Context: an optimization exercise on an open-source flow, tuned for small area, a short achievable clock period and few clock cycles per item. The choices shown serve that exercise and are no tape-out recipe. The RTL was checked by simulation tests, not by an equivalence proof against the original design. Power and IR drop assume default switching activity.

[design/flow/design.v]
module ddp #(
    parameter MAX_PAYLOAD_BYTES = 16
) (
    input  wire        clk,
    input  wire        rst,
    input  wire        bus_valid,
    input  wire        bus_we,
    input  wire [1:0]  bus_size,
    input  wire [18:0] bus_addr,
    input  wire [31:0] bus_wdata,
    output reg         rsp_valid,
    output reg         rsp_err,
    output wire [31:0] rsp_rdata
);
    localparam PB = 16;
    localparam MT = 17;
    localparam MF = 16;
    localparam ERR_OK    = 3'd0;
    localparam ERR_SHORT = 3'd1;
    localparam ERR_OOR   = 3'd2;
    localparam ERR_UNSUP = 3'd3;
    localparam ERR_BAD   = 3'd4;
    localparam S_IDLE = 3'd0;
    localparam S_FIN  = 3'd1;
    localparam S_EXT  = 3'd2;
    localparam S_NS   = 3'd3;
    localparam S_SCAN = 3'd4;
    localparam S_HDR  = 3'd5;
    localparam S_LK   = 3'd6;
    reg [127:0] pbuf;           
    reg [87:0]  snap;           
    reg [11:0]  len_r;
    reg [31:0]  arg0, arg1, res0;
    reg [31:0]  bigv;
    reg [7:0]   cur_s, err_s;
    reg         cur_big, err_big;
    reg [5:0]   res1_lo;        
    reg [4:0]   res1_hi;        
    reg         st_busy, st_done, st_dd_valid, st_hit, st_wign;
    reg [2:0]   st_err;
    reg [23:0]  dd_mand;
    reg [5:0]   dd_flags;
    reg [5:0]   tido;
    reg [5:0]   dcnt;           
    reg [5:0]   tcnt;           
    reg [4:0]   sp_r, tp_r, mtp_r;
    reg [4:0]   fcnt;           
    reg [4:0]   fend   [0:MT-1];    
    reg [3:0]   fdv    [0:MF-1];    
    reg [2:0]   state;
    reg [2:0]   pend_err;
    reg         pend_ddv;
    reg [7:0]   cur;
    reg [5:0]   kidx;
    reg         fresh;
    reg [5:0]   pt_q;           
    reg         pf_q;           
    reg         pbw_q;          
    reg [7:0]   amt;            
    reg         src_p;          
    reg [31:0]  pre_q;
    reg         dti_q, dti_h_q, fdi_q;
    reg [4:0]   fb_q;
    wire [127:0] sb;
    genvar gi;
    generate
        for (gi = 0; gi < PB; gi = gi + 1) begin : g_sb
            assign sb[127-8*gi -: 8] = pbuf[8*gi +: 8];
        end
    endgenerate
    wire [127:0] src = {sb[127:88], src_p ? sb[87:0] : snap};
    wire [191:0] Z = {32'd0, src, 32'd0};    
    reg  [158:0] A7;
    reg  [94:0]  A6;
    reg  [62:0]  A5;
    reg  [46:0]  A4;
    reg  [38:0]  A3;
    reg  [34:0]  A2;
    reg  [32:0]  A1;
    reg  [31:0]  win;
    integer sx;
    always @(*) begin
        for (sx = 0; sx < 159; sx = sx + 1)
            A7[sx] = amt[7] ? ((sx + 128 < 192) ? Z[191-sx-128] : 1'b0) : Z[191-sx];
        for (sx = 0; sx < 95; sx = sx + 1) A6[sx] = amt[6] ? A7[sx+64] : A7[sx];
        for (sx = 0; sx < 63; sx = sx + 1) A5[sx] = amt[5] ? A6[sx+32] : A6[sx];
        for (sx = 0; sx < 47; sx = sx + 1) A4[sx] = amt[4] ? A5[sx+16] : A5[sx];
        for (sx = 0; sx < 39; sx = sx + 1) A3[sx] = amt[3] ? A4[sx+8] : A4[sx];
        for (sx = 0; sx < 35; sx = sx + 1) A2[sx] = amt[2] ? A3[sx+4] : A3[sx];
        for (sx = 0; sx < 33; sx = sx + 1) A1[sx] = amt[1] ? A2[sx+2] : A2[sx];
        for (sx = 0; sx < 32; sx = sx + 1) win[31-sx] = amt[0] ? A1[sx+1] : A1[sx];
    end
    wire [18:0] a = bus_addr;
    wire bus_error =
        (bus_size == 2'd1) || (bus_size == 2'd3) ||
        (bus_size == 2'd2 && a[1:0] != 2'b00) ||
        (bus_size == 2'd0 && a[18:12] != 7'h01) ||
        (a >= 19'h50000);
    wire host_wr = bus_valid && bus_we && !bus_error;
    wire wr_ok   = host_wr && !st_busy;
    wire wr_reg  = wr_ok && bus_size == 2'd2 && a[18:12] == 7'h00;
    wire issue   = wr_reg && a[11:0] == 12'h004;
    wire [31:0] c = bus_wdata;
    wire c_ext = (c == 32'd1);
    wire c_ns  = (c == 32'd2);
    wire c_dec = (c == 32'd3);
    wire c_lk  = (c == 32'd4);
    wire lenok = (len_r <= 12'd16);
    wire i_ext = c_ext && lenok;
    wire i_ns  = c_ns  && lenok;
    wire i_dec = c_dec && lenok;
    wire [4:0] L  = len_r[4:0];
    wire [7:0] L8 = {L, 3'b000};
    wire h_tds = (len_r >= 12'd4) && sb[127-24];
    wire [43:0] stp;
    genvar si;
    generate
        for (si = 0; si < 44; si = si + 1) begin : g_stp
            assign stp[si] = sb[127-40-2*si] & sb[127-41-2*si];
        end
    endgenerate
    reg  [5:0] p_t;
    integer    hi;
    always @(*) begin
        p_t = 6'd0;
        for (hi = 43; hi >= 0; hi = hi - 1)
            if (stp[hi]) p_t = hi;
    end
    wire [4:0]  h_dv   = {sb[127-35], sb[127-36], sb[127-37], sb[127-38], sb[127-39]};
    wire [5:0]  h_d1   = {1'b0, h_dv} + 6'd1;
    wire [5:0]  h_T    = pt_q + 6'd1;
    wire [10:0] h_prod = h_T * h_dv;                       
    wire [12:0] h_de   = 13'd40 + {5'd0, h_T, 2'b00} + {1'b0, h_prod, 1'b0};   
    wire        h_fail = !pf_q || (h_de > {5'd0, L8});
    function [5:0] ns_width;           
        input [31:0] n;
        reg   [31:0] nm1;
        integer i;
        begin
            nm1 = n - 32'd1;
            ns_width = 6'd0;
            for (i = 0; i < 32; i = i + 1)
                if (nm1[i]) ns_width = i + 1;
        end
    endfunction
    function [32:0] lowmask;           
        input [5:0] n;
        integer i;
        begin
            for (i = 0; i < 33; i = i + 1)
                lowmask[i] = (i < n);
        end
    endfunction
    wire        p_hi  = |arg0[31:8];
    wire [8:0]  p9    = {1'b0, arg0[7:0]};
    wire [8:0]  L9    = {1'b0, L8};
    wire [5:0]  ns_w  = ns_width(arg1);
    wire [32:0] ns_lm = lowmask(ns_w);
    wire [31:0] ns_x  = win & ns_lm[31:0];
    wire [31:0] ns_v  = {1'b0, ns_x[31:1]};
    wire [32:0] ns_u  = {1'b0, ns_v} + {1'b0, arg1};     
    wire [32:0] ns_s  = {1'b0, ns_x} + {1'b0, arg1};     
    wire        ns_lt = ~|(ns_u & ~ns_lm);
    wire [32:0] ns_r  = ns_s & ns_lm;
    wire [8:0]  p_w   = p9 + {3'd0, ns_w};
    wire [8:0]  p_wm1 = p_w - 9'd1;
    wire        ns_f1 = (ns_w >= 6'd2) && (p_hi || p_wm1 > L9);
    wire        ns_f2 = p_hi || p_w > L9;
    wire        ex_nok = (arg1 == 32'd0) || (arg1 > 32'd32);
    wire [8:0]  ex_end = p9 + {3'd0, arg1[5:0]};
    wire        ex_oor = ex_nok || p_hi || (ex_end > L9);
    wire [5:0] lk_k   = dd_mand[21:16] - tido;
    wire       lk_cus = dd_flags[3] || dd_flags[4] || dd_flags[5];
    wire       lk_hit = dd_flags[1] && ({1'b0, lk_k} < {1'b0, tcnt});
    wire [7:0] rem  = L8 - cur;
    wire       b0   = win[31];
    wire       b5   = win[26];
    wire       f_a  = (rem < 8'd1);
    wire       f_b  = b0 && (rem < 8'd5);
    wire       f_c  = b0 && (rem < 8'd6);
    wire       f_d  = b0 && b5 && (rem < 8'd10);
    wire       s_fail = f_a || f_b || f_c || f_d;
    wire [7:0] s_fpos = f_a ? cur : f_b ? cur + 8'd1 : f_c ? cur + 8'd5 : cur + 8'd6;
    wire       s_tdone = !b0 || !b5;
    wire [3:0] s_cons  = !b0 ? 4'd1 : !b5 ? 4'd6 : 4'd10;
    wire [1:0] s_nf    = !b0 ? 2'd0 : !b5 ? 2'd1 : 2'd2;
    wire [7:0] s_next  = cur + {4'd0, s_cons};
    wire [4:0] s_fcnt  = fcnt + {3'd0, s_nf};
    wire       s_last  = (kidx == tcnt - 6'd1);
    wire       s_end   = state == S_SCAN && (s_fail || (s_tdone && s_last));
    reg [4:0] lsp [0:MT-1];
    reg [4:0] ltp [0:MT-1];
    integer pk;
    always @(*) begin
        lsp[0] = 5'd0;
        ltp[0] = 5'd0;
        for (pk = 0; pk < MT - 1; pk = pk + 1) begin
            lsp[pk+1] = lsp[pk] + {4'd0, snap[87-2*pk] & ~snap[86-2*pk]};
            ltp[pk+1] = (snap[87-2*pk] & ~snap[86-2*pk]) ? 5'd0
                      : ltp[pk] + {4'd0, ~snap[87-2*pk] & snap[86-2*pk]};
        end
    end
    reg [1:0] idc;
    integer ii;
    always @(*) begin
        idc = 2'd0;
        for (ii = 0; ii < MT; ii = ii + 1)
            if (kidx == ii) idc = {sb[127-40-2*ii], sb[127-41-2*ii]};
    end
    wire [31:0] status_word = {24'd0, st_wign, st_hit, st_dd_valid, st_err, st_done, st_busy};
    wire [31:0] cursor_w    = cur_big ? bigv : {24'd0, cur_s};
    wire [31:0] errbit_w    = err_big ? bigv : {24'd0, err_s};
    wire [5:0]  tcnt_e  = st_dd_valid ? tcnt : 6'd0;
    wire [4:0]  ftot_e  = st_dd_valid ? fcnt : 5'd0;
    wire [31:0] adt     = st_dd_valid ? lowmask(dcnt) : 33'd0;
    wire [4:0]  kk      = a[6:2];
    wire        k_ok    = (a[15:7] == 9'd0) && ({1'b0, kk} < tcnt_e);
    wire        kd_ok   = (a[15:8] == 8'd0) && ({1'b0, a[7:3]} < tcnt_e);
    wire        i_ok    = (a[15:7] == 9'd0) && (kk < ftot_e);
    wire        rg      = (a[18:7] == 12'd0);
    wire        pbw     = (a[18:12] == 7'h01) && (a[11:4] == 8'd0);
    wire        word    = bus_size[1];
    reg [31:0] pword;
    reg [7:0]  pbyte;
    reg [31:0] regw;
    reg [4:0]  l_sp, l_tp, f_first, f_end;
    reg [3:0]  fdsel;
    always @(*) begin
        case (a[3:2])
            2'd0: pword = pbuf[31:0];
            2'd1: pword = pbuf[63:32];
            2'd2: pword = pbuf[95:64];
            default: pword = pbuf[127:96];
        endcase
        case (a[1:0])
            2'd0: pbyte = pword[7:0];
            2'd1: pbyte = pword[15:8];
            2'd2: pbyte = pword[23:16];
            default: pbyte = pword[31:24];
        endcase
        case (kk)
            5'd0:  regw = 32'h0007_0010;
            5'd2:  regw = status_word;
            5'd3:  regw = {20'd0, len_r};
            5'd4:  regw = arg0;
            5'd5:  regw = arg1;
            5'd6:  regw = res0;
            5'd7:  regw = {11'd0, res1_hi, 10'd0, res1_lo};
            5'd8:  regw = cursor_w;
            5'd9:  regw = errbit_w;
            5'd12: regw = st_dd_valid ? {8'd0, dd_mand} : 32'd0;
            5'd13: regw = st_dd_valid ? {26'd0, dd_flags} : 32'd0;
            5'd14: regw = st_dd_valid ? {10'd0, tcnt, 2'd0, dcnt, 2'd0, tido} : 32'd0;
            5'd15: regw = st_dd_valid ? {11'd0, mtp_r, 11'd0, sp_r} : 32'd0;
            5'd16: regw = adt;
            5'd17: regw = {27'd0, ftot_e};
            default: regw = 32'd0;
        endcase
        l_sp = lsp[kk];
        l_tp = ltp[kk];
        f_end = fend[kk];
        f_first = (kk == 5'd0) ? 5'd0 : fend[kk - 5'd1];
        fdsel = fdv[a[5:2]];
    end
    wire [31:0] pre_d =
          ((!word && pbw) ? {24'd0, pbyte} : 32'd0)
        | ((word && pbw) ? pword : 32'd0)
        | ((word && rg) ? regw : 32'd0)
        | ((word && a[18:16] == 3'd1 && k_ok) ? {11'd0, l_tp, 11'd0, l_sp} : 32'd0)
        | ((word && a[18:16] == 3'd3 && k_ok) ? {27'd0, f_first} : 32'd0)
        | ((word && a[18:16] == 3'd4 && i_ok) ? {27'd0, {1'b0, fdsel} + 5'd1} : 32'd0);
    wire [10:0] dti_dk  = dcnt * a[7:3];
    wire [7:0]  dti_amt = 8'd72 + {1'b0, tcnt, 1'b0} + {dti_dk[6:0], 1'b0} + {2'd0, a[2], 5'd0};
    wire [31:0] dti_word;
    generate
        for (gi = 0; gi < 16; gi = gi + 1) begin : g_dti
            wire en = dti_h_q ? (gi + 16 < dcnt) : (gi < dcnt);
            assign dti_word[2*gi+1] = en && win[31-2*gi];
            assign dti_word[2*gi]   = en && win[30-2*gi];
        end
    endgenerate
    wire [4:0] fd_count = fb_q - pre_q[4:0];
    assign rsp_rdata = pre_q
                     | (dti_q ? dti_word : 32'd0)
                     | (fdi_q ? {11'd0, fd_count, 16'd0} : 32'd0);
    wire hdr_go    = (issue && i_dec && !pbw_q) || state == S_HDR;
    wire        pb_in = wr_ok && a[18:12] == 7'h01 && a[11:4] == 8'd0;
    wire [15:0] pb_we;
    generate
        for (gi = 0; gi < PB; gi = gi + 1) begin : g_pbwe
            assign pb_we[gi] = pb_in && (word ? (a[3:2] == gi / 4) : (a[3:0] == gi));
        end
    endgenerate
    wire busy_next = issue || (st_busy && !(state == S_FIN || state == S_EXT || state == S_NS || state == S_LK || s_end));
    integer i;
    always @(posedge clk) begin
        pre_q   <= pre_d;
        dti_q   <= word && (a[18:16] == 3'd2) && kd_ok;
        dti_h_q <= a[2];
        fdi_q   <= word && (a[18:16] == 3'd3) && k_ok;
        fb_q    <= f_end;
        src_p   <= busy_next;
        pt_q    <= p_t;
        pf_q    <= |stp;
        pbw_q   <= |pb_we;
        if (rst) begin
            rsp_valid   <= 1'b0;
            rsp_err     <= 1'b0;
            len_r       <= 12'd0;
            arg0        <= 32'd0;
            arg1        <= 32'd0;
            res0        <= 32'd0;
            res1_lo     <= 6'd0;
            res1_hi     <= 5'd0;
            cur_s       <= 8'd0;
            err_s       <= 8'd0;
            cur_big     <= 1'b0;
            err_big     <= 1'b0;
            st_busy     <= 1'b0;
            st_done     <= 1'b0;
            st_err      <= 3'd0;
            st_dd_valid <= 1'b0;
            st_hit      <= 1'b0;
            st_wign     <= 1'b0;
            state       <= S_IDLE;
        end else begin
            rsp_valid <= bus_valid;
            rsp_err   <= bus_valid && bus_error;
            if (host_wr && st_busy) st_wign <= 1'b1;
            for (i = 0; i < PB; i = i + 1)
                if (pb_we[i]) pbuf[8*i +: 8] <= word ? bus_wdata[8*(i%4) +: 8] : bus_wdata[7:0];
            if (wr_reg) begin
                case (a[11:0])
                    12'h008: if (bus_wdata[1]) st_done <= 1'b0;
                    12'h00C: len_r <= bus_wdata[11:0];
                    12'h010: arg0  <= bus_wdata;
                    12'h014: arg1  <= bus_wdata;
                    default: ;
                endcase
            end
            if (issue) begin
                st_busy <= 1'b1;
                st_done <= 1'b0;
                st_err  <= 3'd0;
                st_wign <= 1'b0;
                pend_ddv <= 1'b0;
                if (i_ext) begin
                    state <= S_EXT;
                end else if (i_ns) begin
                    state <= S_NS;
                end else if (i_dec) begin
                    snap        <= sb[87:0];
                    st_dd_valid <= 1'b0;
                    st_hit      <= 1'b0;
                    state       <= S_HDR;
                end else if (c_lk) begin
                    state   <= S_LK;
                end else begin
                    state    <= S_FIN;
                    pend_err <= ERR_BAD;
                    err_big  <= 1'b0;
                    err_s    <= 8'd0;
                end
            end
            if (hdr_go) begin
                    dd_mand     <= sb[127:104];
                    dd_flags    <= (len_r >= 12'd4) ? {sb[127-28], sb[127-27], sb[127-26], sb[127-25], sb[127-24], 1'b1} : 6'd0;
                    tido        <= h_tds ? {sb[127-29], sb[127-30], sb[127-31], sb[127-32], sb[127-33], sb[127-34]} : 6'd0;
                    dcnt        <= h_tds ? h_d1 : 6'd0;
                    tcnt        <= h_tds ? h_T : 6'd0;
                    sp_r        <= 5'd0;
                    tp_r        <= 5'd0;
                    mtp_r       <= 5'd0;
                    fcnt        <= 5'd0;
                    kidx        <= 6'd0;
                    fresh       <= 1'b1;
                    cur         <= h_de[7:0];
                    err_big     <= 1'b0;
                    cur_big     <= 1'b0;
                    err_s       <= 8'd0;
                    cur_s       <= 8'd0;
                    state       <= S_FIN;
                    if (len_r < 12'd3) begin
                        pend_err <= ERR_SHORT;
                    end else if (len_r == 12'd3) begin
                        pend_err <= ERR_OK; pend_ddv <= 1'b1; cur_s <= 8'd24;
                    end else if (!h_tds) begin
                        pend_err <= ERR_OK; pend_ddv <= 1'b1; cur_s <= 8'd29;
                    end else if (len_r == 12'd4) begin
                        pend_err <= ERR_OOR; err_s <= 8'd29;
                    end else if (h_fail) begin
                        pend_err <= ERR_OOR; err_s <= L8;
                    end else begin
                        state <= S_SCAN;
                    end
            end
            case (state)
                S_FIN: begin
                    st_busy <= 1'b0;
                    st_done <= 1'b1;
                    st_err  <= pend_err;
                    if (pend_ddv) st_dd_valid <= 1'b1;
                    state   <= S_IDLE;
                end
                S_EXT: begin
                    st_busy <= 1'b0;
                    st_done <= 1'b1;
                    state   <= S_IDLE;
                    res1_hi <= 5'd0;
                    bigv    <= arg0;
                    cur_big <= 1'b0;
                    err_s   <= 8'd0;
                    if (ex_oor) begin
                        st_err <= ERR_OOR; err_big <= 1'b1;
                        res0 <= 32'd0; res1_lo <= 6'd0; cur_s <= 8'd0;
                    end else begin
                        st_err <= ERR_OK; err_big <= 1'b0;
                        res0 <= win & lowmask(arg1[5:0]);
                        res1_lo <= arg1[5:0];
                        cur_s <= ex_end[7:0];
                    end
                end
                S_NS: begin
                    st_busy <= 1'b0;
                    st_done <= 1'b1;
                    state   <= S_IDLE;
                    res1_hi <= 5'd0;
                    bigv    <= arg0;
                    if (arg1 == 32'd0 || (arg1 != 32'd1 && ns_f1)) begin
                        st_err <= ERR_OOR; err_big <= 1'b1; cur_big <= 1'b0; cur_s <= 8'd0;
                        res0 <= 32'd0; res1_lo <= 6'd0;
                    end else if (arg1 == 32'd1) begin
                        st_err <= ERR_OK; err_big <= 1'b0; err_s <= 8'd0; cur_big <= 1'b1;
                        res0 <= 32'd0; res1_lo <= 6'd0;
                    end else if (ns_lt) begin
                        st_err <= ERR_OK; err_big <= 1'b0; err_s <= 8'd0; cur_big <= 1'b0;
                        res0 <= ns_v; res1_lo <= ns_w - 6'd1; cur_s <= p_wm1[7:0];
                    end else if (ns_f2) begin
                        st_err <= ERR_OOR; cur_big <= 1'b0; cur_s <= 8'd0;
                        err_big <= (ns_w == 6'd1); err_s <= p_wm1[7:0];
                        res0 <= 32'd0; res1_lo <= 6'd0;
                    end else begin
                        st_err <= ERR_OK; err_big <= 1'b0; err_s <= 8'd0; cur_big <= 1'b0;
                        res0 <= ns_r[31:0]; res1_lo <= ns_w; cur_s <= p_w[7:0];
                    end
                end
                S_LK: begin
                    st_busy <= 1'b0;
                    st_done <= 1'b1;
                    state   <= S_IDLE;
                    err_big <= 1'b0;
                    err_s   <= 8'd0;
                    if (st_dd_valid && lk_cus) begin
                        st_err <= ERR_UNSUP;
                        st_hit <= 1'b0; res0 <= 32'd0; res1_lo <= 6'd0; res1_hi <= 5'd0;
                    end else if (st_dd_valid && lk_hit) begin
                        st_err <= ERR_OK;
                        st_hit  <= 1'b1;
                        res0    <= {26'd0, lk_k};
                        res1_lo <= {1'b0, lsp[lk_k[4:0]]};
                        res1_hi <= ltp[lk_k[4:0]];
                    end else begin
                        st_err <= ERR_OK;
                        st_hit <= 1'b0; res0 <= 32'd0; res1_lo <= 6'd0; res1_hi <= 5'd0;
                    end
                end
                S_SCAN: begin
                    if (fresh) begin
                        case (idc)
                            2'd1: begin
                                tp_r <= tp_r + 5'd1;
                                if (tp_r + 5'd1 > mtp_r) mtp_r <= tp_r + 5'd1;
                            end
                            2'd2: begin
                                tp_r <= 5'd0;
                                sp_r <= sp_r + 5'd1;
                            end
                            default: ;
                        endcase
                    end
                    if (s_fail) begin
                        st_busy <= 1'b0; st_done <= 1'b1; state <= S_IDLE;
                        st_err <= ERR_OOR; err_s <= s_fpos;
                    end else begin
                        cur   <= s_next;
                        fcnt  <= s_fcnt;
                        fresh <= s_tdone;
                        if (s_tdone) kidx <= kidx + 6'd1;
                        if (s_tdone && s_last) begin
                            st_busy <= 1'b0; st_done <= 1'b1; state <= S_IDLE;
                            st_err <= ERR_OK; st_dd_valid <= 1'b1;
                            cur_s <= s_next;
                        end
                    end
                end
                default: ;
            endcase
        end
        if (issue && i_ext)
            amt <= arg0[7:0] + arg1[7:0];
        else if (issue && i_ns)
            amt <= arg0[7:0] + {2'd0, ns_w};
        else if (hdr_go)
            amt <= h_de[7:0] + 8'd32;
        else if (state == S_SCAN)
            amt <= s_next + 8'd32;
        else
            amt <= dti_amt;
        if (state == S_SCAN && s_tdone) begin
            for (i = 0; i < MT; i = i + 1)
                if (kidx == i) fend[i] <= s_fcnt;
        end
        if (state == S_SCAN && b0) begin
            for (i = 0; i < MF; i = i + 1) begin
                if (fcnt == i) fdv[i] <= win[30:27];
                if (b5 && fcnt + 5'd1 == i) fdv[i] <= win[25:22];
            end
        end
    end
endmodule
[design/flow/run.sh]
#!/bin/bash
# synth_recipe.tcl (not shown) runs the flow's synth.tcl, then flattens the netlist and writes it again
# the make line also repeats each setting of config.mk as NAME=value (left out here)
make -C /OpenROAD-flow-scripts/flow DESIGN_CONFIG=/design/flow/config.mk WORK_HOME=/design/flow/orfs CLKGATE_MAP_FILE= SYNTH_SCRIPT=/design/flow/synth_recipe.tcl finish
[design/flow/config.mk]
export PLATFORM = sky130hd
export DESIGN_NAME = ddp
export DESIGN_NICKNAME = ddp
export VERILOG_FILES = /design/flow/design.v
export SDC_FILE = /design/flow/constraint.sdc
export NUM_CORES = 4
export LEC_CHECK = 0
export ABC_CLOCK_PERIOD_IN_PS = 4000
export CAP_MARGIN = 20
export CORE_MARGIN = 2
export CORE_UTILIZATION = 30
export PLACE_DENSITY = 0.5
export SETUP_SLACK_MARGIN = 5
export SLEW_MARGIN = 20
[design/flow/constraint.sdc]
create_clock -name core_clock -period 12.5 [get_ports {clk}]
set_input_delay 2.5000 -clock core_clock [delete_from_list [all_inputs] [get_ports {clk}]]
set_output_delay 2.5000 -clock core_clock [all_outputs]
set_load 0.01 [all_outputs]
==> results of run 1 <==
[metal layers]
layer	vias to the layer above	global-route usage, %
met5	-	0.390
met4	12	23.5
met3	918	7.84
met2	3966	49.2
met1	28755	41.0
li1	24714	-
[worst paths after layout]
check | from | to | slack [ns] | cells after the start
min | len_r[5] | len_r[5] | 0.48 | 2
max | arg1[1] | res0[10] | 4.59 | 41
min reg2reg | len_r[5] | len_r[5] | 0.48 | 2
max reg2reg | arg1[1] | res0[10] | 4.59 | 41
[area by class of cell]
cell class | count | share of cell area (%)
Tap cell | 2464 | 4.49
Clock inverter | 54 | 1.00
Antenna cell | 6 | 0.0219
Inverter | 228 | 1.31
Sequential cell | 691 | 27.3
Timing Repair Buffer | 590 | 7.60
Clock buffer | 95 | 3.17
Multi-Input combinational cell | 5078 | 55.1
[cell usage in the layout, fill, tap and decap left out, drive strengths merged, types with 32 or more instances in the layout]
cell           count
a22o              49
dfxtp            207
edfxtp           484
o21a              32
a21oi            485
inv              224
nand3            183
clkbuf            99
clkdlybuf4s50     85
o31ai             42
a221oi            87
or3               42
a31oi             85
nand2b            90
nor2             573
nor4              58
buf              501
ha               259
and2              94
mux2i            244
mux4              53
a22oi            147
o21bai            40
nand4             68
o21ai            365
and3              48
or2               38
o221ai            57
fa                32
nor3             161
nor2b             80
o22ai             73
xor2              67
o211ai            50
a21o              69
a211oi            83
nand2            745
xnor2            152
mux2              41
[per-stage QoR]
stage | instances | cell area [um^2] | utilization (%) | hold WS [ns] | total power [W]
floorplan | 6408 | 55700 | - | 0.406 | 0.00437
global placement | 8743 | 59600 | 32.6 | 0.458 | 0.00582
detailed placement | 8743 | 59600 | 32.6 | 0.464 | 0.00581
CTS | 9152 | 67200 | 36.7 | 0.473 | 0.00878
global route | 9200 | 68600 | 37.5 | 0.500 | 0.00925
finish | 9206 | 68700 | 37.5 | 0.479 | 0.00908
[registers in the layout, indices dropped and copies added (netlist names), 6 cells and up]
signal,cells
pbuf,128
snap,88
fend,85
fdv,64
arg0,32
arg1,32
bigv,32
pre_q,32
res0,32
dd_mand,24
len_r,12
amt,8
cur,8
cur_s,8
err_s,8
dcnt,6
dd_flags,6
kidx,6
pt_q,6
res1_lo,6
tcnt,6
tido,6
[repair_timing]
item                       CTS  global route
buffers inserted           257            45
gates cloned                 3             2
setup endpoints to repair  104           212
resized for setup          546           199
pin swaps                  174           123
[worst min-delay path: cells and delay by family, from the launching register on]
family | cells | cell delay [ns]
flops | 1 | 0.32
simple gates | 1 | 0.06
compound gates | 1 | 0.05
[where the power goes]
part	internal [W]	leakage, nW	switching, W	total, W
combinational	0.00121	17.3	0.00265	0.00386
sequential	0.00253	6.02	0.0000526	0.00259
clock	0.00153	1.37	0.00110	0.00263
[cell families (layout without fill, tap and decap cells)]
kind of cell / after synthesis / count (layout) / synth area share [%]
other: 0 / 6 / 0
buffers and inverters: 642 / 967 / 4.55
adders and majority gates: 316 / 316 / 7.50
xor gates and xnor gates: 221 / 221 / 3.59
muxes: 338 / 338 / 7.45
DFF: 691 / 691 / 33.9
and+or+nand+nor: 2276 / 2279 / 19.6
AOI/OAI and AO/OA: 1924 / 1924 / 23.4
==> flow_summary.ini, run 1 <==
[drt]
postRouteAntennaNets = 0
wirelength_mm = 318
dr_wl_met3_mm = 34.0
via_per_inst = 6.34
wl_per_cell_um = 34.6
m1WireLength_mm = 121
drt_iter0_markers = 8610
met2_wirelength_mm = 135
drc = 0
dr.max_layer_used = met5
firstDrtPassIters = 9
vias = 58365

[cts]
htreeDepth = 3
cts_max_path_buffers = 3
numCtsBuffers = 81
clk_pin_slew_ns = 0.07
cts.sinks = 691
root_buffer = clkbuf_16
tritoncts = done
ctsHoldBuffers = 0
clock_latency_ns = 0.72

[floorplanning]
die_y_um = 433
pin_count = 91
core_mm2 = 0.183
rows = 157
start_util_pct = 30.2
die-area_mm2 = 0.187
die_x_um = 433

[logic_synthesis]
synth_nets = 6756
synthCells = 6408
async_reset_ff_share_pct = 0
yosysWarnings = 5
synth-edff-count = 484
yosys_most_used_dff = edfxtp_1
synth_top_area_cell = edfxtp_1
netlist_area_mm2 = 0.0551
ys_ff_latch = 691
synth_common_cells = nand2_1, nor2_1, edfxtp_1
yosysMostFrequentCell = nand2_1
yosys-top-cells-area = edfxtp_1, dfxtp_1, ha_1
synthDistinctLibCells = 117
syn_avg_cell_area_um2 = 8.61
seq_area_frac_synth_pct = 33.9
yosysTopAreaCellShare_pct = 26.4

[sta]
finalHoldViolCount = 0
rsz0062_at_grt = yes
slew_viol_final = 0
timing.final.crit_share_pct = 63.3
fmax_mhz = 126
timing.setup.tns_ns = 0
fin_worst_skew_ns = 0.0321
worst_pin_slew_ns = 1.20
setup_ws_ns = 4.59
period_minus_slack_ns = 7.91
relSlewSlack_pct = 18.0
setup_viol = 0

[global_route]
grt_pass1_wl_mm = 436
grt_overflow = 0
grt_pass1_vias = 54118
antenna_found_initial = 19
track_usage_pct = 32.8
grt_start_max_net_pins = 76

[worst_setup_path]
cp_max_fo = 7
crit_buf_inv = 9
critPathCaptureType = register
crit_path_frequent_cell = buf_4
cp_data_required_time_ns = 13.06
crit_type = reg -> reg
slowest_delay_ns = 0.50
cp-start-kind = register
arrival_ns = 8.47
slowest_stage = or4_4
cp_top_family = compound AO/OA/AOI/OAI gates

[placed_design]
gp_congestion = 1.05
io_buffers = 90
pre_cts_ws_ns = 2.32
place_hpwl_mm = 239

[cells_and_area]
fin_nets = 7018
syn_to_final_growth_pct = 24.5
regArea_mm2 = 0.0187
nFillCells = 18495
drive_gt1_share_pct = 20.5
multiInputGateArea_mm2 = 0.0378

[power]
vdd_ir_drop_max_v = 0.0000917
leakage_nw = 24.7
p_per_area_mw_per_mm2 = 132

[run_status]
outcome = no timing/DRC/antenna violations

[min_path]
min_path_type = reg -> reg

[run]
maxCapViolCount = 0
Testbench counts, summed over its fixed seeds: cycles 31,143, items 2,883.
==> inputs of run 2 (changes only) <==
--- a/design/flow/design.v
+++ b/design/flow/design.v
@@ -58,4 +58,4 @@
     reg         pbw_q;          
-    reg [7:0]   amt;            
-    reg         src_p;          
+    reg [38:0]  w1;              
+    reg [2:0]   alo;            
     reg [31:0]  pre_q;
@@ -70,3 +70,5 @@
     endgenerate
-    wire [127:0] src = {sb[127:88], src_p ? sb[87:0] : snap};
+    reg  [7:0]   amt_d;
+    wire         src_p_d;
+    wire [127:0] src = {sb[127:88], src_p_d ? sb[87:0] : snap};
     wire [191:0] Z = {32'd0, src, 32'd0};    
@@ -83,10 +85,12 @@
         for (sx = 0; sx < 159; sx = sx + 1)
-            A7[sx] = amt[7] ? ((sx + 128 < 192) ? Z[191-sx-128] : 1'b0) : Z[191-sx];
-        for (sx = 0; sx < 95; sx = sx + 1) A6[sx] = amt[6] ? A7[sx+64] : A7[sx];
-        for (sx = 0; sx < 63; sx = sx + 1) A5[sx] = amt[5] ? A6[sx+32] : A6[sx];
-        for (sx = 0; sx < 47; sx = sx + 1) A4[sx] = amt[4] ? A5[sx+16] : A5[sx];
-        for (sx = 0; sx < 39; sx = sx + 1) A3[sx] = amt[3] ? A4[sx+8] : A4[sx];
-        for (sx = 0; sx < 35; sx = sx + 1) A2[sx] = amt[2] ? A3[sx+4] : A3[sx];
-        for (sx = 0; sx < 33; sx = sx + 1) A1[sx] = amt[1] ? A2[sx+2] : A2[sx];
-        for (sx = 0; sx < 32; sx = sx + 1) win[31-sx] = amt[0] ? A1[sx+1] : A1[sx];
+            A7[sx] = amt_d[7] ? ((sx + 128 < 192) ? Z[191-sx-128] : 1'b0) : Z[191-sx];
+        for (sx = 0; sx < 95; sx = sx + 1) A6[sx] = amt_d[6] ? A7[sx+64] : A7[sx];
+        for (sx = 0; sx < 63; sx = sx + 1) A5[sx] = amt_d[5] ? A6[sx+32] : A6[sx];
+        for (sx = 0; sx < 47; sx = sx + 1) A4[sx] = amt_d[4] ? A5[sx+16] : A5[sx];
+        for (sx = 0; sx < 39; sx = sx + 1) A3[sx] = amt_d[3] ? A4[sx+8] : A4[sx];
+    end
+    always @(*) begin
+        for (sx = 0; sx < 35; sx = sx + 1) A2[sx] = alo[2] ? w1[sx+4] : w1[sx];
+        for (sx = 0; sx < 33; sx = sx + 1) A1[sx] = alo[1] ? A2[sx+2] : A2[sx];
+        for (sx = 0; sx < 32; sx = sx + 1) win[31-sx] = alo[0] ? A1[sx+1] : A1[sx];
     end
@@ -156,3 +160,4 @@
     wire [8:0]  L9    = {1'b0, L8};
-    wire [5:0]  ns_w  = ns_width(arg1);
+    wire [5:0]  ns_wc = ns_width(arg1);
+    reg  [5:0]  ns_w;                                    
     wire [32:0] ns_lm = lowmask(ns_w);
@@ -174,37 +179,125 @@
     wire       lk_hit = dd_flags[1] && ({1'b0, lk_k} < {1'b0, tcnt});
-    wire [7:0] rem  = L8 - cur;
-    wire       b0   = win[31];
-    wire       b5   = win[26];
-    wire       f_a  = (rem < 8'd1);
-    wire       f_b  = b0 && (rem < 8'd5);
-    wire       f_c  = b0 && (rem < 8'd6);
-    wire       f_d  = b0 && b5 && (rem < 8'd10);
-    wire       s_fail = f_a || f_b || f_c || f_d;
-    wire [7:0] s_fpos = f_a ? cur : f_b ? cur + 8'd1 : f_c ? cur + 8'd5 : cur + 8'd6;
-    wire       s_tdone = !b0 || !b5;
-    wire [3:0] s_cons  = !b0 ? 4'd1 : !b5 ? 4'd6 : 4'd10;
-    wire [1:0] s_nf    = !b0 ? 2'd0 : !b5 ? 2'd1 : 2'd2;
+    wire [7:0] rem    = L8 - cur;
+    wire       s_lastA = (kidx == tcnt - 6'd1);
+    wire       s_lastB = (kidx + 6'd1 == tcnt - 6'd1);
+    wire       a0  = win[31];
+    wire       a5  = win[26];
+    wire       a10 = win[21];
+    wire       wv1  = win[30];
+    wire       wv6  = win[25];
+    wire       wv11 = win[20];
+    reg        s_fail, s_doneA, s_doneB, s_doB, s_fresh, s_sl0, s_sl1, s_src0, s_src1;
+    reg [7:0]  s_fpos;
+    reg [3:0]  s_cons;
+    reg [1:0]  s_nA, s_nf;
+    always @(*) begin
+        s_nA    = !a0 ? 2'd0 : !a5 ? 2'd1 : 2'd2;
+        s_doneA = !a0 || !a5 || !a10;
+        s_cons  = !a0 ? 4'd1 : !a5 ? 4'd6 : !a10 ? 4'd11 : 4'd10;
+        s_doB   = s_doneA && !(a0 && a5) && !s_lastA;
+        s_doneB = 1'b0;
+        s_nf    = s_nA;
+        if (s_doB) begin
+            if (!a0) begin                       
+                if (!wv1)       begin s_doneB = 1'b1; s_cons = 4'd2;  s_nf = 2'd0; end
+                else if (!wv6)  begin s_doneB = 1'b1; s_cons = 4'd7;  s_nf = 2'd1; end
+                else if (!wv11) begin s_doneB = 1'b1; s_cons = 4'd12; s_nf = 2'd2; end
+                else           begin s_doneB = 1'b0; s_cons = 4'd11; s_nf = 2'd2; end
+            end else begin                       
+                if (!wv6)       begin s_doneB = 1'b1; s_cons = 4'd7;  s_nf = 2'd1; end
+                else if (!wv11) begin s_doneB = 1'b1; s_cons = 4'd12; s_nf = 2'd2; end
+                else           begin s_doneB = 1'b0; s_cons = 4'd11; s_nf = 2'd2; end
+            end
+        end
+        s_fresh = s_doB ? s_doneB : s_doneA;
+        s_sl0   = (s_nf != 2'd0);
+        s_sl1   = (s_nf == 2'd2);
+        s_src0  = (s_nA == 2'd0);               
+        s_src1  = (s_nA != 2'd2);               
+        s_fail  = 1'b0;
+        s_fpos  = cur;
+        if ({4'd0, s_cons} > rem) begin
+            s_doB   = 1'b0;
+            s_doneB = 1'b0;
+            s_src0  = 1'b0;
+            s_sl1   = 1'b0;
+            s_nA    = {1'b0, a0};
+            s_nf    = {1'b0, a0};
+            s_sl0   = a0;
+            s_doneA = !a0;
+            s_fresh = !a0;
+            s_cons  = a0 ? 4'd5 : 4'd1;
+            if (rem == 8'd0) begin
+                s_fail = 1'b1; s_fpos = cur;
+            end else if (a0 && rem < 8'd5) begin
+                s_fail = 1'b1; s_fpos = cur + 8'd1;
+            end
+        end
+    end
     wire [7:0] s_next  = cur + {4'd0, s_cons};
+    wire [4:0] s_fcntA = fcnt + {3'd0, s_nA};
     wire [4:0] s_fcnt  = fcnt + {3'd0, s_nf};
-    wire       s_last  = (kidx == tcnt - 6'd1);
-    wire       s_end   = state == S_SCAN && (s_fail || (s_tdone && s_last));
+    wire       s_done  = (s_doneA && s_lastA) || (s_doB && s_doneB && s_lastB);
+    wire       s_end   = state == S_SCAN && (s_fail || s_done);
+    wire [1:0] s_nd    = {1'b0, s_doneA} + {1'b0, s_doB && s_doneB};
+    wire [3:0] s_v0    = s_src0 ? win[29:26] : win[30:27];
+    wire [3:0] s_v1    = s_src1 ? win[24:21] : win[25:22];
     reg [4:0] lsp [0:MT-1];
     reg [4:0] ltp [0:MT-1];
-    integer pk;
+    reg [4:0] psp [0:15];
+    reg [4:0] ptp [0:15];
+    reg       prs [0:15];
+    integer pk, pl, pj;
     always @(*) begin
+        for (pk = 0; pk < 16; pk = pk + 1) begin
+            psp[pk] = {4'd0, snap[87-2*pk] & ~snap[86-2*pk]};
+            prs[pk] = snap[87-2*pk] & ~snap[86-2*pk];
+            ptp[pk] = {4'd0, ~snap[87-2*pk] & snap[86-2*pk]};
+        end
+        for (pl = 0; pl < 4; pl = pl + 1) begin
+            for (pk = 15; pk >= 0; pk = pk - 1) begin
+                if (((pk >> pl) & 1) == 1) begin
+                    pj = ((pk >> pl) << pl) - 1;
+                    psp[pk] = psp[pk] + psp[pj];
+                    ptp[pk] = prs[pk] ? ptp[pk] : ptp[pk] + ptp[pj];
+                    prs[pk] = prs[pk] | prs[pj];
+                end
+            end
+        end
         lsp[0] = 5'd0;
         ltp[0] = 5'd0;
-        for (pk = 0; pk < MT - 1; pk = pk + 1) begin
-            lsp[pk+1] = lsp[pk] + {4'd0, snap[87-2*pk] & ~snap[86-2*pk]};
-            ltp[pk+1] = (snap[87-2*pk] & ~snap[86-2*pk]) ? 5'd0
-                      : ltp[pk] + {4'd0, ~snap[87-2*pk] & snap[86-2*pk]};
+        for (pk = 0; pk < 16; pk = pk + 1) begin
+            lsp[pk+1] = psp[pk];
+            ltp[pk+1] = ptp[pk];
         end
     end
-    reg [1:0] idc;
+    reg [1:0] idc, idcB;
     integer ii;
     always @(*) begin
-        idc = 2'd0;
-        for (ii = 0; ii < MT; ii = ii + 1)
-            if (kidx == ii) idc = {sb[127-40-2*ii], sb[127-41-2*ii]};
+        idc  = 2'd0;
+        idcB = 2'd0;
+        for (ii = 0; ii < MT; ii = ii + 1) begin
+            if (kidx == ii)         idc  = {sb[127-40-2*ii], sb[127-41-2*ii]};
+            if (kidx + 6'd1 == ii)  idcB = {sb[127-40-2*ii], sb[127-41-2*ii]};
+        end
     end
+    function [14:0] lstep;
+        input [1:0]  c;
+        input [14:0] st;      
+        reg   [4:0]  sp, tp, mt;
+        begin
+            sp = st[14:10]; tp = st[9:5]; mt = st[4:0];
+            if (c == 2'd1) begin
+                tp = tp + 5'd1;
+                if (tp > mt) mt = tp;
+            end else if (c == 2'd2) begin
+                tp = 5'd0;
+                sp = sp + 5'd1;
+            end
+            lstep = {sp, tp, mt};
+        end
+    endfunction
+    wire [14:0] lay0 = {sp_r, tp_r, mtp_r};
+    wire [14:0] layA = fresh ? lstep(idc, lay0) : lay0;
+    wire [14:0] layB = s_doB ? lstep(idcB, layA) : layA;
     wire [31:0] status_word = {24'd0, st_wign, st_hit, st_dd_valid, st_err, st_done, st_busy};
@@ -271,4 +364,29 @@
         | ((word && a[18:16] == 3'd4 && i_ok) ? {27'd0, {1'b0, fdsel} + 5'd1} : 32'd0);
-    wire [10:0] dti_dk  = dcnt * a[7:3];
-    wire [7:0]  dti_amt = 8'd72 + {1'b0, tcnt, 1'b0} + {dti_dk[6:0], 1'b0} + {2'd0, a[2], 5'd0};
+    wire [7:0]  d_base = 8'd72 + {1'b0, tcnt, 1'b0};             
+    wire [7:0]  d_bh   = {d_base[7:5] + {2'd0, a[2]}, d_base[4:0]};
+    wire [6:0]  d1x    = {1'b0, dcnt};                             
+    wire [6:0]  d3x    = {1'b0, dcnt} + {dcnt, 1'b0};
+    reg  [6:0]  pp0, pp1;
+    always @(*) begin
+        case (a[4:3])
+            2'd0: pp0 = 7'd0;
+            2'd1: pp0 = d1x;
+            2'd2: pp0 = {d1x[5:0], 1'b0};
+            default: pp0 = d3x;
+        endcase
+        case (a[6:5])
+            2'd0: pp1 = 7'd0;
+            2'd1: pp1 = {d1x[4:0], 2'b00};
+            2'd2: pp1 = {d1x[3:0], 3'b000};
+            default: pp1 = {d3x[4:0], 2'b00};
+        endcase
+    end
+    wire [6:0]  pp2 = a[7] ? {d1x[2:0], 4'b0000} : 7'd0;
+    wire [6:0]  cs_s = pp0 ^ pp1 ^ pp2;
+    wire [6:0]  cs_c = (pp0 & pp1) | (pp0 & pp2) | (pp1 & pp2);
+    wire [7:0]  op_a = {cs_s, 1'b0};
+    wire [7:0]  op_b = {cs_c[5:0], 2'b00};
+    wire [7:0]  cs2_s = op_a ^ op_b ^ d_bh;
+    wire [7:0]  cs2_c = (op_a & op_b) | (op_a & d_bh) | (op_b & d_bh);
+    wire [7:0]  dti_amt = cs2_s + {cs2_c[6:0], 1'b0};
     wire [31:0] dti_word;
@@ -293,2 +411,15 @@
     endgenerate
+    always @(*) begin
+        if (issue && i_ext)
+            amt_d = arg0[7:0] + arg1[7:0];
+        else if (issue && i_ns)
+            amt_d = arg0[7:0] + {2'd0, ns_wc};
+        else if (hdr_go)
+            amt_d = h_de[7:0] + 8'd32;
+        else if (state == S_SCAN)
+            amt_d = s_next + 8'd32;
+        else
+            amt_d = dti_amt;
+    end
+    assign src_p_d = busy_next;
     wire busy_next = issue || (st_busy && !(state == S_FIN || state == S_EXT || state == S_NS || state == S_LK || s_end));
@@ -301,3 +432,3 @@
         fb_q    <= f_end;
-        src_p   <= busy_next;
+        if (issue) ns_w <= ns_wc;
         pt_q    <= p_t;
@@ -340,58 +471,2 @@
             end
-            if (issue) begin
-                st_busy <= 1'b1;
-                st_done <= 1'b0;
-                st_err  <= 3'd0;
-                st_wign <= 1'b0;
-                pend_ddv <= 1'b0;
-                if (i_ext) begin
-                    state <= S_EXT;
-                end else if (i_ns) begin
-                    state <= S_NS;
-                end else if (i_dec) begin
-                    snap        <= sb[87:0];
-                    st_dd_valid <= 1'b0;
-                    st_hit      <= 1'b0;
-                    state       <= S_HDR;
-                end else if (c_lk) begin
-                    state   <= S_LK;
-                end else begin
-                    state    <= S_FIN;
-                    pend_err <= ERR_BAD;
-                    err_big  <= 1'b0;
-                    err_s    <= 8'd0;
-                end
-            end
-            if (hdr_go) begin
-                    dd_mand     <= sb[127:104];
-                    dd_flags    <= (len_r >= 12'd4) ? {sb[127-28], sb[127-27], sb[127-26], sb[127-25], sb[127-24], 1'b1} : 6'd0;
-                    tido        <= h_tds ? {sb[127-29], sb[127-30], sb[127-31], sb[127-32], sb[127-33], sb[127-34]} : 6'd0;
-                    dcnt        <= h_tds ? h_d1 : 6'd0;
-                    tcnt        <= h_tds ? h_T : 6'd0;
-                    sp_r        <= 5'd0;
-                    tp_r        <= 5'd0;
-                    mtp_r       <= 5'd0;
-                    fcnt        <= 5'd0;
-                    kidx        <= 6'd0;
-                    fresh       <= 1'b1;
-                    cur         <= h_de[7:0];
-                    err_big     <= 1'b0;
-                    cur_big     <= 1'b0;
-                    err_s       <= 8'd0;
-                    cur_s       <= 8'd0;
-                    state       <= S_FIN;
-                    if (len_r < 12'd3) begin
-                        pend_err <= ERR_SHORT;
-                    end else if (len_r == 12'd3) begin
-                        pend_err <= ERR_OK; pend_ddv <= 1'b1; cur_s <= 8'd24;
-                    end else if (!h_tds) begin
-                        pend_err <= ERR_OK; pend_ddv <= 1'b1; cur_s <= 8'd29;
-                    end else if (len_r == 12'd4) begin
-                        pend_err <= ERR_OOR; err_s <= 8'd29;
-                    end else if (h_fail) begin
-                        pend_err <= ERR_OOR; err_s <= L8;
-                    end else begin
-                        state <= S_SCAN;
-                    end
-            end
             case (state)
@@ -467,15 +542,3 @@
                 S_SCAN: begin
-                    if (fresh) begin
-                        case (idc)
-                            2'd1: begin
-                                tp_r <= tp_r + 5'd1;
-                                if (tp_r + 5'd1 > mtp_r) mtp_r <= tp_r + 5'd1;
-                            end
-                            2'd2: begin
-                                tp_r <= 5'd0;
-                                sp_r <= sp_r + 5'd1;
-                            end
-                            default: ;
-                        endcase
-                    end
+                    {sp_r, tp_r, mtp_r} <= layB;
                     if (s_fail) begin
@@ -486,5 +549,5 @@
                         fcnt  <= s_fcnt;
-                        fresh <= s_tdone;
-                        if (s_tdone) kidx <= kidx + 6'd1;
-                        if (s_tdone && s_last) begin
+                        fresh <= s_fresh;
+                        kidx  <= kidx + {4'd0, s_nd};
+                        if (s_done) begin
                             st_busy <= 1'b0; st_done <= 1'b1; state <= S_IDLE;
@@ -497,21 +560,69 @@
             endcase
+            if (issue) begin
+                st_busy <= 1'b1;
+                st_done <= 1'b0;
+                st_err  <= 3'd0;
+                st_wign <= 1'b0;
+                pend_ddv <= 1'b0;
+                if (i_ext) begin
+                    state <= S_EXT;
+                end else if (i_ns) begin
+                    state <= S_NS;
+                end else if (i_dec) begin
+                    snap        <= sb[87:0];
+                    st_dd_valid <= 1'b0;
+                    st_hit      <= 1'b0;
+                    state       <= S_HDR;
+                end else if (c_lk) begin
+                    state   <= S_LK;
+                end else begin
+                    state    <= S_FIN;
+                    pend_err <= ERR_BAD;
+                    err_big  <= 1'b0;
+                    err_s    <= 8'd0;
+                end
+            end
+            if (hdr_go) begin
+                    dd_mand     <= sb[127:104];
+                    dd_flags    <= (len_r >= 12'd4) ? {sb[127-28], sb[127-27], sb[127-26], sb[127-25], sb[127-24], 1'b1} : 6'd0;
+                    tido        <= h_tds ? {sb[127-29], sb[127-30], sb[127-31], sb[127-32], sb[127-33], sb[127-34]} : 6'd0;
+                    dcnt        <= h_tds ? h_d1 : 6'd0;
+                    tcnt        <= h_tds ? h_T : 6'd0;
+                    sp_r        <= 5'd0;
+                    tp_r        <= 5'd0;
+                    mtp_r       <= 5'd0;
+                    fcnt        <= 5'd0;
+                    kidx        <= 6'd0;
+                    fresh       <= 1'b1;
+                    cur         <= h_de[7:0];
+                    err_big     <= 1'b0;
+                    cur_big     <= 1'b0;
+                    err_s       <= 8'd0;
+                    cur_s       <= 8'd0;
+                    state       <= S_FIN;
+                    if (len_r < 12'd3) begin
+                        pend_err <= ERR_SHORT;
+                    end else if (len_r == 12'd3) begin
+                        pend_err <= ERR_OK; pend_ddv <= 1'b1; cur_s <= 8'd24;
+                    end else if (!h_tds) begin
+                        pend_err <= ERR_OK; pend_ddv <= 1'b1; cur_s <= 8'd29;
+                    end else if (len_r == 12'd4) begin
+                        pend_err <= ERR_OOR; err_s <= 8'd29;
+                    end else if (h_fail) begin
+                        pend_err <= ERR_OOR; err_s <= L8;
+                    end else begin
+                        state <= S_SCAN;
+                    end
+            end
         end
-        if (issue && i_ext)
-            amt <= arg0[7:0] + arg1[7:0];
-        else if (issue && i_ns)
-            amt <= arg0[7:0] + {2'd0, ns_w};
-        else if (hdr_go)
-            amt <= h_de[7:0] + 8'd32;
-        else if (state == S_SCAN)
-            amt <= s_next + 8'd32;
-        else
-            amt <= dti_amt;
-        if (state == S_SCAN && s_tdone) begin
-            for (i = 0; i < MT; i = i + 1)
-                if (kidx == i) fend[i] <= s_fcnt;
-        end
-        if (state == S_SCAN && b0) begin
+        w1  <= A3;
+        alo <= amt_d[2:0];
+        if (state == S_SCAN) begin
+            for (i = 0; i < MT; i = i + 1) begin
+                if (s_doneA && kidx == i)                 fend[i] <= s_fcntA;
+                if (s_doB && s_doneB && kidx + 6'd1 == i) fend[i] <= s_fcnt;
+            end
             for (i = 0; i < MF; i = i + 1) begin
-                if (fcnt == i) fdv[i] <= win[30:27];
-                if (b5 && fcnt + 5'd1 == i) fdv[i] <= win[25:22];
+                if (s_sl0 && fcnt == i)         fdv[i] <= s_v0;
+                if (s_sl1 && fcnt + 5'd1 == i)  fdv[i] <= s_v1;
             end
--- a/design/flow/config.mk
+++ b/design/flow/config.mk
@@ -10,4 +10,4 @@
 export CORE_MARGIN = 2
-export CORE_UTILIZATION = 30
-export PLACE_DENSITY = 0.5
+export CORE_UTILIZATION = 45
+export PLACE_DENSITY = 0.6
 export SETUP_SLACK_MARGIN = 5
==> run 2 against run 1 <==
Effect of this change:
- sequential power is about 10% higher
- largest cell class unchanged
- clock-buffer cell count is 13 higher
- highest routed layer unchanged
- die area is 28% lower
- sequential share of layout area is 2.0 points higher
- via count is 4.9% higher
- setup slack better by 0.43 ns
- critical path depth is 25 lower
- fmax is 5.7% higher
- synthesized area is 7.0% higher
- still clean
- power hardly changed
- clock power is 4% higher
- utilization is 14 points higher
==> flow_summary.ini, run 2 <==
[run_status]
outcome = no timing/DRC/antenna violations

[logic_synthesis]
synth-edff-count = 490
netlist_area_mm2 = 0.0590
synth_xor_area_share_pct = 3.25
synthCells = 6739
synth_compound_area_share_pct = 21.8
seq_area_frac_synth_pct = 33.1
synth-simple-area-share_pct = 18.7
synth_common_cells = nand2_1, a21oi_1, nor2_1
async_reset_ff_share_pct = 0
syn_avg_cell_area_um2 = 8.76
synth_top_area_cell = edfxtp_1
yosysMostFrequentCell = nand2_1
synth_top_family_by_area = compound AO/OA/AOI/OAI gates
synthDistinctLibCells = 122
ys_ff_latch = 730
synthMuxAreaShare_pct = 9.21
synth_nets = 7202
yosysWarnings = 8
synth_adder_area_share_pct = 9.51
yosys-top-cells-area = edfxtp_1, dfxtp_1, ha_1
yosys_most_used_dff = edfxtp_1
yosysTopAreaCellShare_pct = 24.9

[placed_design]
gp_congestion = 1.08
place_hpwl_mm = 245
io_buffers = 90

[floorplanning]
die_x_um = 366
die-area_mm2 = 0.134
die_y_um = 366
core_mm2 = 0.130
start_util_pct = 45.5
pin_count = 91
rows = 132

[drt]
drt_iter0_markers = 9869
vias = 61239
via_per_inst = 7.12
drc = 0
wl_per_cell_um = 37.6
postRouteAntennaNets = 0
wirelength_mm = 323
firstDrtPassIters = 10

[sta]
finalHoldViolCount = 0
timing.final.crit_share_pct = 59.9
fin_worst_skew_ns = 0.0398
period_minus_slack_ns = 7.48
rsz0062_at_grt = yes
worst_pin_slew_ns = 1.37
timing.setup.tns_ns = 0
relSlewSlack_pct = 7.95
setup_viol = 0
fmax_mhz = 134
slew_viol_final = 0

[cells_and_area]
largest_register = pbuf
multiInputGateArea_mm2 = 0.0379
nFillCells = 12344
fin_nets = 7243
largest_reg_flops = 128
final_common_cell = nand2_1
layout_common_cells = nand2_1, a21oi_1, nor2_1
top_regs = pbuf (128), snap (88), fend (85)
syn_to_final_growth_pct = 13.1
drive_gt1_share_pct = 12.5
regArea_mm2 = 0.0195

[global_route]
antenna_found_initial = 25
grt_pass1_wl_mm = 442
track_usage_pct = 46.2
grt_start_max_net_pins = 75
grt_pass1_vias = 56255
grt_overflow = 0

[cts]
cts_max_path_buffers = 3
htreeDepth = 3
clock_latency_ns = 0.73
numCtsBuffers = 86
root_buffer = clkbuf_16
cts.sinks = 730
ctsHoldBuffers = 0
tritoncts = done
clk_pin_slew_ns = 0.07

[worst_setup_path]
critPathCaptureType = register
cp-start-kind = input port
cp_data_required_time_ns = 13.09
arrival_ns = 8.08
crit_type = in -> reg
cp_max_fo = 35

[power]
finalPower_w = 0.00909
vdd_ir_drop_max_v = 0.000135
p_int_w = 0.00543
p_per_area_mw_per_mm2 = 136
p_comb_share_pct = 38.5
net-switching-power_w = 0.00366
power_frac_clock_pct = 30.0
leakage_nw = 25.5
power.share.switching_pct = 40.3
pwr-share-seq_pct = 31.5

[run]
maxCapViolCount = 0

[min_path]
min_path_type = reg -> reg
run 2: cell types whose count changed in the layout (fill, tap and decap cells not counted), sizes merged, moves of 46 or more:
cell / change
buf: -218
a21oi: +108
ha: +76
nand2: +74
mux2i: +55
nor2: -49
mux2: +46
run 2: what timing repair did:
action                     in CTS  in global routing
gates cloned                    5                  0
resized for setup             123                 96
setup endpoints to repair      85                 74
buffers inserted               60                 34
pin swaps                      13                 33
run 2: routing by layer:
metal | up-vias | GRT usage (%) | part of all wire [%]
met4 | 22 | 33.3 | 8.9
met2 | 4912 | 65.3 | 40
met1 | 29732 | 58.5 | 37
li1 | 25322 | - | -
met5 | - | 0 | 0.042
met3 | 1251 | 15.6 | 14
run 2: logic make-up (layout without fill, tap and decap cells):
family | count (synthesis) | in the layout
buffers and inverters | 658 | 769
flip-flops | 730 | 730
AND/OR/NAND/NOR | 2324 | 2325
other | 0 | 7
adder cells (fa/ha/maj) | 406 | 406
XOR/XNOR | 216 | 216
multiplexers | 451 | 451
AO/OA/AOI/OAI | 1954 | 1956
run 2: path summary, 6_finish.rpt:
kind,to,cells past startpoint,start,slack (ns)
setup reg to reg,res0[16],20,ns_w[4],5.04
setup / recovery,w1[19],16,bus_addr[0],5.02
hold / removal,arg1[4],2,arg1[4],0.48
hold reg to reg,arg1[4],2,arg1[4],0.48
run 2: power by group through the flow:
| stage | Clock, W | Sequential, W | Combinational [W] |
|---|---|---|---|
| finish | 0.00273 | 0.00286 | 0.00350 |
| floorplan | 0 | 0.00281 | 0.00188 |
| global route | 0.00280 | 0.00285 | 0.00360 |
| global placement | 0 | 0.00290 | 0.00306 |
| CTS | 0.00271 | 0.00284 | 0.00325 |
| detailed placement | 0 | 0.00290 | 0.00306 |
run 2: layout make-up:
cell class	count	share of cell area, %
Antenna cell	7	0.0263
Sequential cell	730	29.3
Clock buffer	108	3.54
Tap cell	1742	3.27
Inverter	237	1.35
Timing Repair Buffer	371	4.86
Clock inverter	53	0.859
Multi-Input combinational cell	5354	56.8
run 2: per-stage QoR:
stage	hold WS (ns)	util [%]	cells	cell area [um^2]	setup WS, ns
floorplan	0.424	-	6739	59100	5.00
global placement	0.439	47.7	8332	61900	2.50
detailed placement	0.445	47.7	8332	61900	2.38
CTS	0.453	50.8	8558	66000	4.99
global route	0.497	51.4	8595	66700	4.96
finish	0.478	51.4	8602	66700	5.02
run 2: worst max-delay path: stages:
cell             delay [ns]
clkdlybuf4s50_1        0.90
or3_1                  0.74
nor4_1                 0.30
nand4_1                0.26
o21ai_4                0.29
buf_4                  0.41
nand2_1                0.21
a21boi_0               0.25
o211a_1                0.33
a21oi_4                0.32
buf_6                  0.40
nor2_1                 0.20
nand3_1                0.19
o22ai_1                0.16
nor3_2                 0.35
o221ai_1               0.15
Testbench counts of run 2, summed over its fixed seeds: cycles 28,790, items 2,883.
==> inputs of run 3 (changes only) <==
--- a/design/flow/design.v
+++ b/design/flow/design.v
@@ -58,4 +58,5 @@
     reg         pbw_q;          
-    reg [38:0]  w1;              
-    reg [2:0]   alo;            
+    reg [62:0]  w1;             
+    reg [4:0]   alo;            
+    reg [7:0]   amt_q;          
     reg [31:0]  pre_q;
@@ -88,7 +89,7 @@
         for (sx = 0; sx < 63; sx = sx + 1) A5[sx] = amt_d[5] ? A6[sx+32] : A6[sx];
-        for (sx = 0; sx < 47; sx = sx + 1) A4[sx] = amt_d[4] ? A5[sx+16] : A5[sx];
-        for (sx = 0; sx < 39; sx = sx + 1) A3[sx] = amt_d[3] ? A4[sx+8] : A4[sx];
     end
     always @(*) begin
-        for (sx = 0; sx < 35; sx = sx + 1) A2[sx] = alo[2] ? w1[sx+4] : w1[sx];
+        for (sx = 0; sx < 47; sx = sx + 1) A4[sx] = alo[4] ? w1[sx+16] : w1[sx];
+        for (sx = 0; sx < 39; sx = sx + 1) A3[sx] = alo[3] ? A4[sx+8] : A4[sx];
+        for (sx = 0; sx < 35; sx = sx + 1) A2[sx] = alo[2] ? A3[sx+4] : A3[sx];
         for (sx = 0; sx < 33; sx = sx + 1) A1[sx] = alo[1] ? A2[sx+2] : A2[sx];
@@ -419,3 +420,3 @@
         else if (state == S_SCAN)
-            amt_d = s_next + 8'd32;
+            amt_d = amt_q + {4'd0, s_cons};      
         else
@@ -617,4 +618,5 @@
         end
-        w1  <= A3;
-        alo <= amt_d[2:0];
+        w1    <= A5;
+        alo   <= amt_d[4:0];
+        amt_q <= amt_d;
         if (state == S_SCAN) begin
==> design/flow/flow/run.sh (new file) <==
#!/bin/bash
set -euo pipefail
bash standard.sh SETUP_SLACK_MARGIN=7 finish > standard_flow.log 2>&1
==> design/flow/standard.sh (new file) <==
#!/bin/bash
# synth_recipe.tcl (not shown) runs the flow's synth.tcl, then flattens the netlist and writes it again
# the make line also repeats each setting of config.mk as NAME=value (left out here)
make -C /OpenROAD-flow-scripts/flow DESIGN_CONFIG=/design/flow/config.mk WORK_HOME=/design/flow/orfs CLKGATE_MAP_FILE= SYNTH_SCRIPT=/design/flow/synth_recipe.tcl "${@:-finish}"
removed: design/flow/run.sh
==> run 3 against run 2 <==
Effect of this change:
- clock-buffer cell count grew 12
- clock skew fell by 0.011 ns
- synthesized area shrank 1.3%
- hold slack got worse by 0.018 ns
- combinational power up 44%
- clock power about the same
- sequential share of layout area shrank 2.7 points
- critical path depth rose by 14
- non-clock buffer count grew 404
- wire length is 6.1% higher
- via count increased by 2.3%
- utilization increased by 7.3 points
- critical path type is now reg -> reg
- highest routed layer unchanged
==> flow_summary.ini, run 3 <==
[run_status]
outcome = no timing/DRC/antenna violations

[power]
net-switching-power_w = 0.00433
power_frac_clock_pct = 25.4
pwr-share-seq_pct = 28.3
vdd_ir_drop_max_v = 0.000147
p_comb_share_pct = 46.3
leakage_nw = 30.0
finalPower_w = 0.0109
p_per_area_mw_per_mm2 = 143
p_int_w = 0.00654
power.share.switching_pct = 39.8

[sta]
setup_ws_ns = 6.05
relSlewSlack_pct = 5.18
setup_viol = 0
fin_worst_skew_ns = 0.0293
fmax_mhz = 155
whs_ns = 0.460
timing.setup.tns_ns = 0
slew_viol_final = 0
finalHoldViolCount = 0
worst_pin_slew_ns = 1.41
rsz0062_at_grt = yes
period_minus_slack_ns = 6.45
timing.final.crit_share_pct = 51.6

[global_route]
grt_pass1_vias = 56615
grt_overflow = 0
grt_start_max_net_pins = 63
antenna_found_initial = 31
track_usage_pct = 49.1
grt_pass1_wl_mm = 455

[worst_setup_path]
slowest_stage = a22oi_2
cp-start-kind = register
crit_cells = 30
critPathCaptureType = register
crit_type = reg -> reg
arrival_ns = 7.12
cp_data_required_time_ns = 13.16
crit_buf_inv = 8
cp_max_fo = 12
crit_path_frequent_cell = nor2_2
slowest_delay_ns = 0.62
cp_top_family = simple AND/OR/NAND/NOR gates
rr_worst_depth = 30

[floorplanning]
die-area_mm2 = 0.132
core_mm2 = 0.129
start_util_pct = 45.2
die_x_um = 364
die_y_um = 364
rows = 132
pin_count = 91

[drt]
via_per_inst = 7.08
wirelength_mm = 343
vias = 62635
firstDrtPassIters = 13
drc = 0
wl_per_cell_um = 38.7
postRouteAntennaNets = 0
drt_iter0_markers = 10307

[cells_and_area]
drive_gt1_share_pct = 26.2
fin_nets = 7489
final_cells = 8853
largest_register = pbuf
largest_reg_flops = 128
syn_to_final_growth_pct = 30.0
top_regs = pbuf (128), snap (88), fend (85)
layout_common_cells = nand2_1, edfxtp_1, buf_4
final_common_cell = nand2_1
nFillCells = 11128

[logic_synthesis]
yosys_most_used_dff = edfxtp_1
synth_common_cells = nand2_1, a21oi_1, edfxtp_1
synth-edff-count = 490
synth_top_area_cell = edfxtp_1
netlist_area_mm2 = 0.0582
yosysWarnings = 8
yosys-top-cells-area = edfxtp_1, dfxtp_1, ha_1
synthDistinctLibCells = 93
yosysMostFrequentCell = nand2_1
syn_avg_cell_area_um2 = 8.91
ys_ff_latch = 759
synth_nets = 7007
yosysTopAreaCellShare_pct = 25.3
seq_area_frac_synth_pct = 34.5
synthCells = 6540
async_reset_ff_share_pct = 0

[min_path]
whs_path_depth = 2
min_path_type = reg -> reg

[run]
maxCapViolCount = 0

[cts]
clock_latency_ns = 0.73
htreeDepth = 3
clk_pin_slew_ns = 0.07
root_buffer = clkbuf_16
numCtsBuffers = 91
cts_max_path_buffers = 3
cts.sinks = 759
tritoncts = done

[placed_design]
io_buffers = 90
place_hpwl_mm = 247
pre_cts_ws_ns = 3.25
gp_congestion = 1.12
dp.cells = 8159
-- run 3: metrics by stage --
step / area (um^2) / util, %
after floorplan: 59200 / -
after global placement: 61800 / 47.9
after detailed placement: 61800 / 47.9
after CTS: 71000 / 55.0
after global routing: 75700 / 58.7
final: 75700 / 58.7
-- run 3: tightest hold or removal path: stages, from the launching register on --
cell and delay (ns):
dfxtp_1 0.31, nand2_1 0.05, a21oi_1 0.05
-- run 3: area by class of cell --
class                   instances  area, um^2  area share (%)
clock inverters                49         489           0.646
clock buffers                 120        2550            3.37
well taps                    1742        2180            2.88
repair buffers                775        8200            10.8
diodes                         13        32.5          0.0430
multi-input cells            5137       41100            54.3
inverters                     257        1030            1.36
repair inverters                1        7.51         0.00991
flip-flops and latches        759       20100            26.6
-- run 3: worst paths after layout --
path,start,endpoint,slack [ns]
setup / recovery,amt_q[3],cur_s[2],6.05
hold / removal,res1_hi[0],res1_hi[0],0.46
setup reg to reg,amt_q[3],cur_s[2],6.05
hold reg to reg,res1_hi[0],res1_hi[0],0.46
-- run 3: power groups by stage --
stage               clock (W)  combinational (W)  sequential (W)
CTS                   0.00275            0.00398         0.00304
floorplan                   0            0.00198         0.00297
global route          0.00285            0.00511         0.00306
finish                0.00276            0.00503         0.00307
global placement            0            0.00303         0.00310
detailed placement          0            0.00306         0.00309
-- run 3: layer usage --
metal  track usage [%]  vias to the layer above  wire length, um
li1                  -                    25488                -
met1              60.6                    30400           121000
met5                 0                        -              204
met2              70.3                     5242           139000
met4              37.3                       18            34400
met3              17.0                     1487            48000
-- run 3: cells by family after synthesis --
family | Yosys count | synth area share [%]
adders and majority gates | 411 | 9.75
buffers and inverters | 650 | 4.37
xor gates and xnor gates | 218 | 3.30
muxes | 490 | 9.90
and+or+nand+nor | 2145 | 17.0
AOI/OAI and AO/OA | 1867 | 21.1
DFF | 759 | 34.5
-- run 3: repair_timing --
item	in CTS	in global routing
setup buffers	254	196
hold buffers	0	0
pin swaps	128	218
resized for setup	924	599
endpoints found under the hold margin	0	0
gates cloned	32	29
setup endpoints to repair	921	668
Testbench counts of run 3, summed over its fixed seeds: cycles 28,790, items 2,883.

-- what the ideal ports hide --
How much do the figures lean on ideal ports? The routed layouts below were timed once more, with nothing changed but the port constraints. Step 1 assumes that a clkbuf_16 drives the clock port and a buf_2 every other input. Step 2 adds t to the input delays and takes it off the output delays; t is the mean of the earliest and latest rising clock arrival at the registers after step 1. Input paths then give back, and output paths get back, about the clock's delay inside the block. Slacks: no drivers / after step 1 / after step 2; pairs: no drivers / after step 1.
run	t (ns)	setup slack, ns	worst setup path at the end	clock arrival spread, ns
run 1	0.772	4.586 / 4.586 / 4.053	input to register	0.032 / 0.032
run 2	0.802	5.016 / 5.035 / 4.280	input to register	0.040 / 0.040
run 3	0.797	6.048 / 6.048 / 5.540	input to register	0.032 / 0.031
After both steps every run listed still meets setup and hold. For run 2, which loses most, drivers alone change the setup slack by +0.019 ns; drivers and shift together by -0.736 ns.
